From an optimization exercise on the open Yosys and OpenROAD flow, aimed at small area and few clock cycles; shortcuts taken in it are not production practice.
In this exercise RTL edits were held to simulation tests only and were not proved equivalent to the original.
No activity file was given, so power comes from the tool's default toggle rates.

===== flow/design.v =====
module ft_core #(
    parameter RX_CAP      = 64,    
    parameter TX_CAP      = 40,    
    parameter PID_CONTROL = 8'h00,
    parameter PID_DATA    = 8'h01
) (
    input  wire        clk,
    input  wire        rst,           
    input  wire [31:0] now_us,        
    input  wire        lrx_valid,
    input  wire [7:0]  lrx_data,
    output wire        lrx_ready,
    input  wire [7:0]  host_max,
    output wire        hrx_valid,
    output wire [7:0]  hrx_data,
    output wire        hrx_last,
    output wire        hrx_empty,
    output wire [31:0] hrx_ts,
    input  wire        hrx_ready,
    input  wire        hwr_valid,
    input  wire [7:0]  hwr_data,
    input  wire        hwr_last,
    input  wire        hwr_empty,
    output wire        hwr_ready,
    output wire        wr_done,
    output wire [1:0]  wr_status,
    output wire        ltx_valid,
    output wire [7:0]  ltx_data,
    input  wire        ltx_ready
);
    localparam [7:0] FLAG    = 8'h7E;
    localparam [7:0] ESC     = 8'h7D;
    localparam [7:0] ESC_XOR = 8'h20;
    localparam BSQ_MIN_INTERVAL_US = 10000;
    localparam TX_PAY = TX_CAP - 3;              
    localparam [1:0] ST_SEND = 2'd0, ST_BSQ = 2'd1, ST_HOLD = 2'd2, ST_BADPARAM = 2'd3;
    reg [5:0]  cap;
    reg        bsq_valid;
    reg [31:0] bsq_time;
    localparam [1:0] RX_OUTSIDE = 2'd0, RX_INSIDE = 2'd1, RX_ESCAPED = 2'd2;
    reg [1:0]  rx_state;
    reg [6:0]  rx_len;         
    reg        k_data;         
    reg        k_ctl;          
    reg [31:0] rx_ts;          
    reg [7:0]  rx_mem [0:63];  
    reg [6:0]  fb;             
    reg        q_v, q_empty;
    reg [31:0] q_ts;
    reg        dv, dv_empty;
    reg [5:0]  dv_end;
    reg [31:0] dv_ts;
    reg [6:0]  rd;             
    wire is_flag  = (lrx_data == FLAG);
    wire is_esc   = (lrx_data == ESC);
    wire app      = (rx_state == RX_ESCAPED) ||
                    (rx_state == RX_INSIDE && !is_flag && !is_esc);
    wire [7:0] app_byte = (rx_state == RX_ESCAPED) ? (lrx_data ^ ESC_XOR) : lrx_data;
    wire close    = (rx_state == RX_INSIDE) && is_flag && (rx_len != 0);
    wire fits     = (rx_len <= RX_CAP) && ({1'b0, rx_len} <= host_max);
    wire deliver  = close && fits && k_data;
    wire bsn      = close && fits && k_ctl && (rx_len == 3);
    wire store    = app && k_data && (rx_len != 0) && (rx_len < RX_CAP);
    wire [6:0] wa = fb + rx_len;
    wire dv_fin   = hrx_ready && hrx_last;
    wire q_move   = q_v && (!dv || dv_fin);
    wire full     = (wa[5:0] == rd[5:0]) && (wa[6] != rd[6]);
    assign lrx_ready = !((deliver && q_v && !q_move) || (store && full));
    wire rx_take = lrx_valid && lrx_ready && !rst;
    always @(posedge clk) begin
        if (rst) begin
            rx_state <= RX_OUTSIDE;
            rx_len   <= 0;
        end else if (rx_take) begin
            case (rx_state)
                RX_OUTSIDE: begin
                    if (is_flag) rx_state <= RX_INSIDE;
                end
                RX_INSIDE: begin
                    if (is_esc) begin
                        rx_state <= RX_ESCAPED;
                    end else if (is_flag) begin
                        if (rx_len != 0) begin
                            rx_state <= RX_OUTSIDE;
                            rx_len   <= 0;
                        end
                    end else if (rx_len != RX_CAP + 1) begin
                        rx_len <= rx_len + 1'b1;
                    end
                end
                default: begin
                    rx_state <= RX_INSIDE;
                    if (rx_len != RX_CAP + 1)
                        rx_len <= rx_len + 1'b1;
                end
            endcase
        end
    end
    always @(posedge clk) begin
        if (rx_take) begin
            if (is_flag && (rx_state == RX_OUTSIDE || (rx_state == RX_INSIDE && rx_len == 0)))
                rx_ts <= now_us;
            else if (app && rx_len != 0 && !k_data)
                rx_ts[15:0] <= {rx_ts[7:0], app_byte};
            if (app && rx_len == 0) begin
                k_data <= (app_byte == PID_DATA);
                k_ctl  <= (app_byte == PID_CONTROL);
            end
            if (store)
                rx_mem[wa[5:0]] <= app_byte;
        end
    end
    always @(posedge clk) begin
        if (rst) begin
            q_v <= 1'b0;
            dv  <= 1'b0;
            rd  <= 7'd0;
            fb  <= 7'h7F;
        end else begin
            if (dv && hrx_ready) begin
                if (!dv_empty) rd <= rd + 1'b1;
                if (hrx_last)  dv <= 1'b0;
            end
            if (q_move) begin
                dv       <= 1'b1;
                dv_empty <= q_empty;
                dv_ts    <= q_ts;
                dv_end   <= fb[5:0];
                q_v      <= 1'b0;
            end
            if (rx_take && deliver) begin
                q_v     <= 1'b1;
                q_empty <= (rx_len == 1);
                q_ts    <= rx_ts;
                fb      <= fb + rx_len - 1'b1;
            end
        end
    end
    assign hrx_valid = dv;
    assign hrx_data  = rx_mem[rd[5:0]];
    assign hrx_empty = dv_empty;
    assign hrx_last  = dv_empty || (rd[5:0] == dv_end);
    assign hrx_ts    = dv_ts;
    reg [7:0] tx_mem [0:TX_PAY-1];
    reg [5:0] wp, rp, base;      
    reg       wpp, rpp, basep;   
    reg [5:0] enc_len;           
    reg       ld_done;           
    reg       sa;                
    reg [1:0] sph;               
    reg       spid;              
    reg       sesc;              
    reg       pb;                
    wire tx_full   = (wp == rp) && (wpp != rpp);
    assign hwr_ready = !ld_done && !(tx_full && enc_len < TX_CAP);
    wire wr_take    = hwr_valid && hwr_ready && !rst;
    wire wr_special = (hwr_data == FLAG) || (hwr_data == ESC);
    wire [7:0] tb_byte = tx_mem[rp];
    wire       tb_spec = (tb_byte == FLAG) || (tb_byte == ESC);
    wire       s_fin   = ltx_ready && (sph == 2'd3);
    localparam  EL_LO = 14;
    wire [EL_LO:0]   bw;
    wire [EL_LO-1:0] el_lo;
    assign bw[0] = 1'b0;
    genvar gi;
    generate for (gi = 0; gi < EL_LO; gi = gi + 1) begin : g_sub
        assign el_lo[gi] = now_us[gi] ^ bsq_time[gi] ^ bw[gi];
        assign bw[gi+1]  = (~now_us[gi] & bsq_time[gi]) | (~(now_us[gi] ^ bsq_time[gi]) & bw[gi]);
    end endgenerate
    wire [31-EL_LO:0] el_d = now_us[31:EL_LO] ^ bsq_time[31:EL_LO];
    wire [31-EL_LO:0] el_t;    
    assign el_t[0] = 1'b1;
    generate for (gi = 1; gi <= 31 - EL_LO; gi = gi + 1) begin : g_inc
        assign el_t[gi] = el_t[gi-1] & bsq_time[EL_LO+gi-1];
    end endgenerate
    wire el_hi_zero = bw[EL_LO] ? (el_d == el_t) : (el_d == 0);
    reg  bsq_due_r;
    always @(posedge clk)
        bsq_due_r <= !bsq_valid || !el_hi_zero || (el_lo >= BSQ_MIN_INTERVAL_US);
    wire        too_big  = enc_len > TX_CAP;
    wire        can_send = cap >= enc_len;
    wire        bsq_due  = bsq_due_r;
    wire quiet   = too_big || (!can_send && !bsq_due);
    wire is_bsq  = !too_big && !can_send && bsq_due;
    assign wr_done   = ld_done && (quiet || (!pb && (is_bsq || !sa || s_fin)));
    assign wr_status = too_big  ? ST_BADPARAM :
                       can_send ? ST_SEND :
                       bsq_due  ? ST_BSQ : ST_HOLD;
    wire [5:0] wp_inc = (wp == TX_PAY - 1) ? 6'd0 : wp + 1'b1;
    wire [5:0] rp_inc = (rp == TX_PAY - 1) ? 6'd0 : rp + 1'b1;
    always @(posedge clk) begin
        if (wr_take && !hwr_empty && enc_len < TX_CAP)
            tx_mem[wp] <= hwr_data;
    end
    always @(posedge clk) begin
        if (rst) begin
            wp <= 0; wpp <= 1'b0;
            rp <= 0; rpp <= 1'b0;
            base <= 0; basep <= 1'b0;
            enc_len <= 3;
            ld_done <= 1'b0;
            sa <= 1'b0;
            sph <= 0;
            sesc <= 1'b0;
            pb <= 1'b0;
        end else begin
            if (wr_take) begin
                if (!hwr_empty) begin
                    if (enc_len < TX_CAP) begin
                        wp <= wp_inc;
                        if (wp == TX_PAY - 1) wpp <= !wpp;
                    end
                    if (enc_len <= TX_CAP)
                        enc_len <= enc_len + (wr_special ? 6'd2 : 6'd1);
                end
                if (hwr_last)
                    ld_done <= 1'b1;
            end
            if (sa && ltx_ready) begin
                case (sph)
                    2'd0: sph <= 2'd1;
                    2'd1: sph <= (rp == base && rpp == basep) ? 2'd3 : 2'd2;
                    2'd2: begin
                        if (!sesc && tb_spec) begin
                            sesc <= 1'b1;
                        end else begin
                            sesc <= 1'b0;
                            rp   <= rp_inc;
                            if (rp == TX_PAY - 1) rpp <= !rpp;
                            if (rp_inc == base) sph <= 2'd3;
                        end
                    end
                    default: begin
                        sa <= pb;
                        sph <= 2'd0;
                        spid <= 1'b0;
                        pb <= 1'b0;
                    end
                endcase
            end
            if (wr_done) begin
                ld_done <= 1'b0;
                enc_len <= 3;
                case (wr_status)
                    ST_SEND: begin
                        sa <= 1'b1; sph <= 2'd0; spid <= 1'b1;
                        base <= wp; basep <= wpp;
                    end
                    ST_BSQ: begin
                        if (sa && !s_fin) begin
                            pb <= 1'b1;
                        end else begin
                            sa <= 1'b1; sph <= 2'd0; spid <= 1'b0;
                        end
                        wp <= base; wpp <= basep;
                    end
                    default: begin
                        wp <= base; wpp <= basep;
                    end
                endcase
            end
        end
    end
    assign ltx_valid = sa;
    assign ltx_data  = (sph == 2'd1) ? {7'd0, spid} :
                       (sph == 2'd2) ? (sesc ? (tb_byte ^ ESC_XOR) : tb_spec ? ESC : tb_byte) :
                       FLAG;
    always @(posedge clk) begin
        if (rst) begin
            cap       <= 6'd0;
            bsq_valid <= 1'b0;
        end else begin
            if (wr_done && wr_status == ST_SEND)
                cap <= 6'd0;
            if (wr_done && wr_status == ST_BSQ) begin
                bsq_valid <= 1'b1;
                bsq_time  <= now_us;
            end
            if (rx_take && bsn)
                cap <= (rx_ts[7:0] != 0 || rx_ts[15:14] != 0) ? 6'd63 : rx_ts[13:8];
        end
    end
endmodule

===== flow/run.sh =====
#!/bin/bash
# synth_recipe.tcl (not shown) runs the flow's synth.tcl, then flattens the netlist and writes it again
# the make line also repeats each setting of config.mk as NAME=value (left out here)
make -C /OpenROAD-flow-scripts/flow DESIGN_CONFIG=/design/flow/config.mk WORK_HOME=/design/flow/orfs CLKGATE_MAP_FILE= SYNTH_SCRIPT=/design/flow/synth_recipe.tcl finish

===== flow/config.mk =====
export PLATFORM = sky130hd
export DESIGN_NAME = ft_core
export DESIGN_NICKNAME = ft_core
export VERILOG_FILES = /design/flow/design.v
export SDC_FILE = /design/flow/constraint.sdc
export NUM_CORES = 4
export LEC_CHECK = 0
export CAP_MARGIN = 20
export CORE_MARGIN = 2
export CORE_UTILIZATION = 55
export CTS_BUF_LIST = sky130_fd_sc_hd__clkbuf_16
export CTS_CLUSTER_DIAMETER = 80
export CTS_CLUSTER_SIZE = 30
export SLEW_MARGIN = 20

===== flow/constraint.sdc =====
create_clock -name core_clock -period 10.0 [get_ports {clk}]
set_input_delay 2.0000 -clock core_clock [delete_from_list [all_inputs] [get_ports {clk}]]
set_output_delay 2.0000 -clock core_clock [all_outputs]
set_load 0.01 [all_outputs]

==> summary.txt <==
## area by class of cell
class	count	area share
clock inverters	28	0.00658
well taps	969	0.0267
flip-flops and latches	1025	0.660
repair buffers	159	0.0330
clock buffers	47	0.0259
inverters	58	0.00479
multi-input cells	1091	0.243
## layer usage
layer	part of all wire	routed length, µm
met1	0.43	38900
met2	0.50	45700
met5	0	0
met3	0.050	4550
met4	0.019	1720
## per-stage QoR
stage / cell area, µm² / hold WS (ps) / std cells / worst slack (ps)
4_1_cts: 45400 / 430 / 3375 / 2700
2_1_floorplan: 41700 / 374 / 2275 / 3480
5_1_grt: 45500 / 439 / 3377 / 2520
3_3_place_gp: 43900 / 401 / 3300 / 2770
6_report: 45500 / 421 / 3377 / 2720
3_5_place_dp: 43900 / 405 / 3300 / 2660
## cells in the mapped netlist (all sizes together) (7+ instances only)
library cell,count,area share
and3,12,0.0018
and2,7,0.0010
buf,45,0.0062
mux4,225,0.12
nand2b,13,0.0019
o21ai,18,0.0022
nand4,15,0.0022
dfxtp,78,0.037
a21o,9,0.0016
edfxtp,947,0.68
nor2,193,0.017
fa,15,0.0072
xor2,28,0.0061
or3,8,0.0012
mux2,20,0.0054
nor4,17,0.0033
nor2b,17,0.0025
a211oi,12,0.0022
ha,36,0.011
a21oi,60,0.0076
nand2,70,0.0064
mux2i,75,0.018
clkbuf,56,0.0050
xnor2,57,0.012
nand3b,7,0.0013
a31oi,8,0.0012
nor3,18,0.0023
nand3,46,0.0055
a22oi,18,0.0032
inv,58,0.0052
## where the power goes
group	switching (W)	total, W	internal [W]
clock network	0.00136	0.00230	0.000938
logic	0.000150	0.000221	0.0000712
registers	0.0000127	0.00469	0.00468
## worst paths after layout
kind	cells after the start	startpoint	end
worst max-delay path	11	flip-flop	ltx_data[0]
worst min-delay path	1	bsq_valid	bsq_due_r
worst max register to register	20	bsq_time[0]	bsq_due_r
worst min register to register	1	bsq_valid	bsq_due_r
## state kept, by name, indices dropped and copies added (netlist names), 7 cells and up, named ones only
signal / cells
fb: 7
rd: 7
bsq_time: 32
dv_ts: 32
rx_len: 7
tx_mem: 296
rx_mem: 512
rx_ts: 32
q_ts: 32
## cells in the final DEF, fill, tap and decap left out, types with 27 or more instances in the layout
cell type,netlist,final
mux4_2,225,225
ha_1,36,36
nand2_1,69,69
inv_1,58,63
edfxtp_1,947,947
xor2_1,27,27
nor2_1,193,193
xnor2_1,56,56
nand3_1,46,46
mux2i_1,75,75
a21oi_1,57,57
clkdlybuf4s50_1,0,112
dfxtp_1,78,72
buf_4,7,36
clkbuf_16,0,47
## kinds of logic after synthesis
group | after synthesis
AOI/OAI and AO/OA | 181
xor gates and xnor gates | 86
DFF | 1025
buffers and inverters | 159
adders and majority gates | 51
muxes | 320
and+or+nand+nor | 453
## worst max-delay path, stage by stage, from the launching register on
cell	delay (ps)
dfxtp_4	760
buf_4	620
mux2i_1	150
a22oi_1	220
a21oi_1	160
nor4_1	750
mux2i_1	270
and4bb_2	350
nand4_1	410
nand2_1	220
a22o_1	150
clkdlybuf4s50_1	530
==> flow_metrics.tcl <==
set metrics [dict create \
    overflow 0 \
    cts.repair.resized 0 \
    drt.antenna.violating_nets 0 \
    tritoncts "done" \
    wl_per_cell_um 26.9 \
    powerDensity_nw_per_um2 159 \
    row_count 100 \
    maxSlewHeadroom 0.313 \
    yosys.area_share.adder 0.0180 \
    synthMuxAreaShare 0.145 \
    fillers 5477 \
    gr-usage-met1 0.337 \
    grt_usage 0.234 \
    cts_setup_buffers 0 \
    grt_pass1_vias 20900 \
    tightest_slew_ps 1030 \
    cts_max_level 2 \
    syn_area_um2 41700 \
    p_leak_nw 13.9 \
    synth_nets 2390 \
    drt_first_pass_iters 8 \
    rsz0062_at_grt "no" \
    crit_fanout 33 \
    die-area_um2 78100 \
    hpwlAfterDp_um 59300 \
    syn_area_per_cell_um2 18.3 \
    synth_compound_area_frac 0.0299 \
    busiest_layer "met2" \
    regArea_um2 30000 \
    grt_max_degree 129 \
    yosysWarnings 1 \
    status "timing/DRC/antenna clean" \
    async_flop_share 0 \
    cts_root_buf "clkbuf_16" \
    ys_ff_latch 1025 \
    finalWirelength_um 90900 \
    io_pins 121 \
    worstPathArrival_ps 5280 \
    endpoint_kind "output pin" \
    place.gp.congestion 0.826 \
    die_y_um 279 \
    synth-edff-count 947 \
    clock-sinks 1025 \
    holdBufCountCts 0 \
    hp-class "flip-flop to flip-flop" \
    finalPower_w 0.00721 \
    period_share 0.728 \
    crit_type "flip-flop to output pin" \
    die_x_um 279 \
    ys.flop_type "edfxtp_1" \
    drv_cap 0 \
    clkLatencyLatePin_ps 640 \
    hold_viol 0 \
    initial_core_util 0.558 \
    avgViaCountPerCell 6.15 \
    setup_viol 0 \
    layout-drive-gt1-share 0.164 \
    areaGrowthSynthToFinish_pct 9.00 \
    multi_input_area_um2 11100 \
    clk_path_buf_depth 3 \
    clkTransAtPathRegs_ps 100 \
    drt-initial-drc-count 1883 \
    core_um2 74800 \
    peakVddDrop_uv 191 \
    reg2reg_slack_ps 4880 \
    yosys.area_share.xor_xnor 0.0188 \
    crit_path_start_kind "flip-flop" \
    use_met3 0.0271 \
    finalCriticalPeriod_ps 7280 \
    report.final.slew_viol_count 0 \
    antenna_found_initial 0 \
    grt_pass1_wl_um 136000 \
    antennaDiodeCount 0 \
    critPathRequiredTime_ps 8000 \
    setup_tns_ps 0 \
    cts_made_buffers 46 \
    netlist_instances 2275 \
    fin_util 0.608 \
    synth_top_family_by_area "multiplexers" \
    grt_use_met2 0.393 \
    finalNetCount 2496 \
    synth-seq-area-share 0.719 \
    drc 0 \
    skew_ps 31.6 \
    synth_simple_gate_area_frac 0.0529 \
    num_vias 20800 \
    synth_cell_types 82 \
    fmax_ghz 0.137 \
    port_buffers 120 \
]
Testbench counts, summed over its fixed seeds: cycles 118,286.

-- re-timing with driven ports --
How much do the figures lean on ideal ports? The routed layout below was timed once more, with nothing changed but the port constraints.
Step 1 assumes that a clkbuf_16 drives the clock port and a buf_2 every other input.
Step 2 also shifts input and output timing later by t, the mid clock arrival at the registers, as if the neighbouring blocks saw the same clock.
Slacks: no drivers / after step 1 / after step 2; pairs: no drivers / after step 1.
t (ns): 0.688
setup slack, ns: 2.720 / 2.653 / 2.688
hold WS [ns]: 0.421 / 0.421 / 0.421
worst register clock-pin slew, ns: 0.11 / 0.11
After both steps this run still meets setup and hold. For this run, drivers alone change the setup slack by -0.067 ns; drivers and shift together by -0.032 ns.
